From an optimization exercise on the open Yosys and OpenROAD flow, aimed at small area, a short achievable clock period and few clock cycles; shortcuts taken in it are not production practice. Where RTL was checked, it was by simulation tests only, not by an equivalence proof against the original. No activity file was given, so power comes from the tool's default toggle rates.

Setup of job 561:
Design frame_reader, start of the top module:
module frame_reader (
    input  wire       clk,
    input  wire       rst,
    input  wire       in_valid,
    output wire       in_ready,
    input  wire [7:0] in_data,
    output wire       out_valid,
    input  wire       out_ready,
    output wire [7:0] out_data,
    output wire       out_last,
    output wire       out_discard
);
==> flow/config.mk <==
export PLATFORM = sky130hd
export DESIGN_NAME = frame_reader
export DESIGN_NICKNAME = frame_reader
export VERILOG_FILES = /design/flow/design.v
export SDC_FILE = /design/flow/constraint.sdc
export NUM_CORES = 4
export LEC_CHECK = 0
export CAP_MARGIN = 20
export CORE_MARGIN = 2
export CORE_UTILIZATION = 55
export PLACE_DENSITY = 0.7
export SETUP_SLACK_MARGIN = 3.7
export SLEW_MARGIN = 20
export TNS_END_PERCENT = 100
==> flow/constraint.sdc <==
create_clock -name core_clock -period 6.0 [get_ports {clk}]
set_input_delay 1.2000 -clock core_clock [delete_from_list [all_inputs] [get_ports {clk}]]
set_output_delay 1.2000 -clock core_clock [all_outputs]
set_load 0.01 [all_outputs]
run.sh (not shown) runs the stock make flow with config.mk's settings and CLKGATE_MAP_FILE= SYNTH_SCRIPT=/design/flow/synth_recipe.tcl, a recipe that flattens the netlist after the stock synthesis.
Job 561 finished every stage and its layout cleared the timing, DRC and antenna checks.
Changes in job 1815 relative to job 561:
# job 561
export LEC_CHECK = 0
export CAP_MARGIN = 20
export CORE_MARGIN = 2
export CORE_UTILIZATION = 55
export PLACE_DENSITY = 0.7
export SETUP_SLACK_MARGIN = 3.7
export SLEW_MARGIN = 20
export TNS_END_PERCENT = 100
create_clock -name core_clock -period 6.0 [get_ports {clk}]
# job 1815
export LEC_CHECK = 0
export CAP_MARGIN = 20
export CORE_MARGIN = 2
export CORE_UTILIZATION = 40
export CTS_CLUSTER_DIAMETER = 80
export CTS_CLUSTER_SIZE = 24
export PLACE_DENSITY = 0.6
export SETUP_SLACK_MARGIN = 3.65
export SLEW_MARGIN = 20
export TNS_END_PERCENT = 100
create_clock -name core_clock -period 6.0 [get_ports {clk}]
## What came out
Across job 1815 and job 561, the outcome is the same: a clean finish for every run.
Going from job 561 to job 1815, the number of cells in the finished layout apart from fillers was found to have gone up by 169.
On job 1815: cell leakage power is 0.65 nW lower than what job 561 gave.
Between job 1815 and job 561, fraction of final layout cells with drive strength greater than 1 is lower for job 1815, job 561 comes in above that.
Comparing job 1815 and job 561, the lower maximum VDD drop was measured on job 1815.
Looking at routed wire length, job 1815 sits about 2.3% lower than job 561 does.
When the final numbers for job 1815 and job 561 were put side by side, the via count turned out to be greater in job 561.
Violation count after the first detailed-route iteration came out lower on job 1815 than on job 561.
In the tables for job 1815 and job 561, critical path depth reads lower with job 1815.
Register area delta (job 1815 -> job 561): insignificant
Job 561 has a higher overall routing resource usage than job 1815.
Function was not checked in any run of this note: the RTL went through the layout flow alone.

========
frame_reader, a different RTL version from the one above (not shown whole).
Size: about 1600 cells after synthesis, ~650 flip-flops, about 24 I/O pins.
Settings: LEC_CHECK=0, CAP_MARGIN=5, CORE_MARGIN=2, CORE_UTILIZATION=50, CTS_CLUSTER_DIAMETER=80, CTS_CLUSTER_SIZE=24, PLACE_DENSITY=0.65, SETUP_SLACK_MARGIN=3.8, SLEW_MARGIN=5, TNS_END_PERCENT=100; clock period 6.0 ns.
The starting point finished with timing, DRC and antenna clean.
Testbench counts at the start, summed over its fixed seeds: cycles 32,718.
Rerun with:
Settings changed: CAP_MARGIN 5 to 20, GPL_TIMING_DRIVEN set to 0, SLEW_MARGIN 5 to 20.
What happened: Clock skew is higher by 8.7 ps. Setup slack got worse by 290 ps. Total power is lower by 1.0%. Routed wire length is higher by 10%. Clock-buffer cell count is higher by 4. Design area is higher by 5.4%. Synthesized area does not change. Hold slack got worse by 25 ps. Combinational power is higher by about 10%.
Rerun with:
Settings changed: GPL_TIMING_DRIVEN 0 to unset, TNS_END_PERCENT 100 to 50.
- worst hold slack gets better by 17 ps
- core utilization shrinks by 3.7 points
- clock-buffer cell count does not change
- setup slack gets better by 240 ps
- non-clock buffer count shrinks by 146
- global-route usage shrinks by 3.5 points
- synthesized area is unchanged
- register-to-register slack gets better by 340 ps

========
purple:
The RTL this note starts from:
==> flow/design.v <==
module frame_reader (
    input  wire       clk,
    input  wire       rst,
    input  wire       in_valid,
    output wire       in_ready,
    input  wire [7:0] in_data,
    output wire       out_valid,
    input  wire       out_ready,
    output wire [7:0] out_data,
    output wire       out_last,
    output wire       out_discard
);
    localparam [7:0] MAGIC0      = 8'h55;
    localparam [7:0] MAGIC1      = 8'hAA;
    localparam [7:0] MAX_PAYLOAD = 8'd57;
    localparam [2:0] S_IDLE = 3'd0,    
                     S_M1   = 3'd1,    
                     S_ID   = 3'd2,    
                     S_LS   = 3'd3,    
                     S_LEN  = 3'd4,    
                     S_BODY = 3'd5;    
    reg        in_rdy_r;
    assign in_ready = in_rdy_r;
    wire       bv = in_valid && in_rdy_r;
    wire [7:0] b  = in_data;
    reg  [7:0] ring [0:63];
    reg  [6:0] wptr;                   
    reg  [6:0] rptr;                   
    reg  [2:0] st;
    reg  [5:0] rem;                    
    reg [15:0] crc;                    
    reg        dec_v;                  
    reg        dec_bad;                
    reg  [5:0] dec_ld;                 
    reg  [5:0] dec_la;                 
    wire store = bv && (st == S_ID || st == S_LS || st == S_LEN || st == S_BODY);
    reg [15:0] crc_next;
    integer    i;
    always @* begin
        crc_next = ((st == S_LEN) ? 16'h0000 : crc) ^ {8'h00, b};
        for (i = 0; i < 8; i = i + 1) begin
            if (crc_next[0])
                crc_next = (crc_next >> 1) ^ 16'h8408;
            else
                crc_next = crc_next >> 1;
        end
    end
    always @(posedge clk) begin
        if (store)
            ring[wptr[5:0]] <= b;
    end
    reg  [6:0] q_ent [0:3];
    reg  [2:0] q_wp, q_rp;             
    wire       push      = dec_v;
    wire       push_disc = dec_bad || (crc != 16'h0000);
    wire [5:0] push_last = push_disc ? dec_ld : dec_la;
    always @(posedge clk) begin
        if (rst) begin
            st    <= S_IDLE;
            wptr  <= 7'd0;
            dec_v <= 1'b0;
        end else begin
            dec_v  <= 1'b0;
            if (push && !push_disc)
                wptr <= wptr - 7'd2;           
            else if (store)
                wptr <= wptr + 7'd1;
            if (bv) begin
                case (st)
                    S_IDLE: if (b == MAGIC0) st <= S_M1;
                    S_M1:   if (b == MAGIC1) st <= S_ID;
                            else if (b != MAGIC0) st <= S_IDLE;
                    S_ID:   st <= S_LS;
                    S_LS:   st <= S_LEN;
                    S_LEN: begin
                        rem <= b[5:0];
                        crc <= crc_next;
                        if (b > MAX_PAYLOAD) begin
                            st      <= S_IDLE;
                            dec_v   <= 1'b1;
                            dec_bad <= 1'b1;
                        end else begin
                            st <= S_BODY;
                        end
                    end
                    S_BODY: begin
                        rem <= rem - 6'd1;
                        crc <= crc_next;
                        if (rem == 6'h3F) begin
                            st      <= S_IDLE;
                            dec_v   <= 1'b1;
                            dec_bad <= 1'b0;
                        end
                    end
                    default: st <= S_IDLE;
                endcase
            end
        end
    end
    always @(posedge clk) begin
        dec_ld <= wptr[5:0];
        dec_la <= wptr[5:0] - 6'd2;
        if (push)
            q_ent[q_wp[1:0]] <= {push_disc, push_last};
        if (rst)
            q_wp <= 3'd0;
        else if (push)
            q_wp <= q_wp + 3'd1;
    end
    reg        ov;
    reg  [7:0] od;
    reg        ol;
    reg        odisc;
    reg  [7:0] h_od;
    reg        h_ol;
    reg        h_odisc;
    reg        cur_v;
    reg        cur_disc;
    reg  [5:0] cur_last;
    reg  [1:0] pre;                    
    reg  [7:0] rsel_hi;
    reg  [7:0] rsel_lo;
    assign out_valid   = ov;
    assign out_data    = od;
    assign out_last    = ol;
    assign out_discard = odisc;
    wire       have   = (q_wp != q_rp);
    wire [6:0] head   = q_ent[q_rp[1:0]];
    wire       in_pre = cur_disc && !pre[1];
    wire       b_last = !in_pre && (rptr[5:0] == cur_last);
    wire       adv    = !ov || out_ready;
    wire       load   = !cur_v || b_last;    
    reg  [7:0] rdata;
    reg  [7:0] grp;
    integer    g, k;
    always @* begin
        rdata = 8'h00;
        for (g = 0; g < 8; g = g + 1) begin
            grp = 8'h00;
            for (k = 0; k < 8; k = k + 1)
                grp = grp | (ring[8 * g + k] & {8{rsel_lo[k]}});
            rdata = rdata | (grp & {8{rsel_hi[g]}});
        end
    end
    wire [7:0] nd = in_pre ? (pre[0] ? MAGIC1 : MAGIC0) : rdata;
    always @(posedge clk) begin
        od    <= adv ? nd : ~h_od;
        ol    <= adv ? b_last : ~h_ol;
        odisc <= adv ? cur_disc : ~h_odisc;
        if (adv) begin
            h_od    <= ~nd;
            h_ol    <= ~b_last;
            h_odisc <= ~cur_disc;
            if (load) begin
                cur_disc <= head[6];
                cur_last <= head[5:0];
            end
        end
        if (rst) begin
            ov      <= 1'b0;
            cur_v   <= 1'b0;
            pre     <= 2'd0;
            rptr    <= 7'd0;
            rsel_hi <= 8'h01;
            rsel_lo <= 8'h01;
            q_rp    <= 3'd0;
        end else if (adv) begin
            ov <= cur_v;
            if (load) begin
                cur_v <= have;
                if (have)
                    q_rp <= q_rp + 3'd1;
            end
            if (cur_v) begin
                if (in_pre) begin
                    pre <= pre + 2'd1;
                end else begin
                    rptr    <= rptr + 7'd1;
                    rsel_lo <= {rsel_lo[6:0], rsel_lo[7]};
                    if (rsel_lo[7])
                        rsel_hi <= {rsel_hi[6:0], rsel_hi[7]};
                end
                if (b_last)
                    pre <= 2'd0;
            end
        end
    end
    wire [6:0] occ  = wptr - rptr;
    wire [2:0] qcnt = q_wp - q_rp;
    always @(posedge clk) begin
        if (rst)
            in_rdy_r <= 1'b1;
        else
            in_rdy_r <= (occ <= 7'd62) && (qcnt <= 3'd3);
    end
endmodule
make LEC_CHECK=0 CAP_MARGIN=20 CORE_MARGIN=2 CORE_UTILIZATION=40 CTS_CLUSTER_DIAMETER=80 CTS_CLUSTER_SIZE=24 PLACE_DENSITY=0.6 SETUP_SLACK_MARGIN=3.65 SLEW_MARGIN=20 TNS_END_PERCENT=100 finish   # period 6.0 ns
Testbench counts of purple, summed over its fixed seeds: cycles 32,718.
Input-level comparison between red and purple:
- swapping 3.65 for 3.8 in SETUP_SLACK_MARGIN
==> comparison <==
As far as final-layout clock buffer total goes, red and purple are indistinguishable; the numbers are identical. Maximum fanout along the worst path for red: 32 down relative to purple. Compared to purple, the router laid down more metal wire for red. Compared with purple, red shows a worst setup slack that is 0.058 ns higher. Changes observed in red relative to purple: total power now larger; pin slew with the least headroom to its limit now larger.

========
Setup of job 7887:
RTL: one of the versions met above, not the one the previous note started from.
Size: roughly 1600 cells after synthesis, roughly 650 flip-flops, roughly 24 I/O pins, about 0.025 mm2 of cells after synthesis.
Design frame_reader, start of the top module:
module frame_reader (
    input  wire       clk,
    input  wire       rst,
    input  wire       in_valid,
    output wire       in_ready,
    input  wire [7:0] in_data,
    output wire       out_valid,
    input  wire       out_ready,
    output wire [7:0] out_data,
    output wire       out_last,
    output wire       out_discard
);
Settings: LEC_CHECK=0, CAP_MARGIN=20, CORE_MARGIN=2, CORE_UTILIZATION=50, CTS_CLUSTER_DIAMETER=80, CTS_CLUSTER_SIZE=24, GPL_ROUTABILITY_DRIVEN=0, PLACE_DENSITY=0.65, SETUP_SLACK_MARGIN=3.8, SLEW_MARGIN=20, TNS_END_PERCENT=100; clock period 6.0 ns.
Testbench counts of job 7887, summed over its fixed seeds: cycles 32,718.
For job 8656, these inputs were changed with respect to job 7887:
- clearing GPL_ROUTABILITY_DRIVEN, which used to be 0
- swapping 100 for 20 in TNS_END_PERCENT
--- outcome ---
- Diff job 8656 and job 7887: layout-stage area growth over the synthesis result lower in job 8656
- Job 8656 gives more share of the cycle needed by the critical path after routing than job 7887 did.
- Core utilization, job 8656 and job 7887: higher on job 7887
- From job 8656 to job 7887, multi-input logic cell count did not move at all.
- Relative to job 7887, the fraction of final layout cells with drive strength greater than 1 of job 8656 is lower by 0.51 points.
- Relative to job 7887, met3 usage has decreased by 0.49 points in job 8656.
- On clock power, job 8656 and job 7887 are basically level.
- The final area in job 8656 sits about 0.7% below the value recorded for job 7887.
- The switching share of total power on job 7887 is in line with that on job 8656.
- Higher met1 track demand over resource in global routing among job 8656 and job 7887: job 7887
- Of job 8656 and job 7887, it is job 8656 that has the higher part of the power in the clock network.

==> port drivers added, routing unchanged <==
Ports are ideal in the flow. The routed layouts listed here were re-timed in OpenROAD. Step 1 sets driving cells, clkbuf_16 on the clock port and buf_2 on the other inputs (assumed; they add their load-dependent delay and slew). Step 2 moves the port delays by t, midway between the first and last clock arrival at a register: inputs arrive t later, outputs are due t later. That takes back most of the time a late clock gives input paths. a / b / c = ideal ports / drivers / drivers and shift; a / b = the first two.
| run | t (ns) | setup WS [ns] | hold WS [ns] | worst slew at a driven data input, ns | cell pins on the clock port's net |
|---|---|---|---|---|---|
| job 561 | 0.635 | 3.592 / 3.592 / 3.165 | 0.422 / 0.422 / 0.422 | 0.04 | 1 |
| job 1815 | 0.631 | 3.614 / 3.614 / 3.045 | 0.427 / 0.427 / 0.427 | 0.05 | 1 |
| the first run of note 2 | 0.621 | 3.760 / 3.704 / 3.210 | 0.423 / 0.423 / 0.423 | 0.05 | 1 |
| the second run of note 2 | 0.662 | 3.472 / 3.472 / 3.160 | 0.398 / 0.398 / 0.398 | 0.06 | 1 |
| the third run of note 2 | 0.674 | 3.709 / 3.651 / 3.191 | 0.416 / 0.416 / 0.416 | 0.04 | 1 |
| purple | 0.633 | 3.669 / 3.652 / 3.097 | 0.420 / 0.420 / 0.420 | 0.06 | 1 |
| red | 0.635 | 3.727 / 3.668 / 3.203 | 0.431 / 0.431 / 0.431 | 0.05 | 1 |
| job 7887 | 0.635 | 3.750 / 3.688 / 3.222 | 0.419 / 0.419 / 0.419 | 0.04 | 1 |
| job 8656 | 0.629 | 3.677 / 3.614 / 3.189 | 0.425 / 0.425 / 0.425 | 0.06 | 1 |
After both steps every run listed still meets setup and hold. For purple, which loses most, drivers alone change the setup slack by -0.017 ns; drivers and shift together by -0.572 ns.
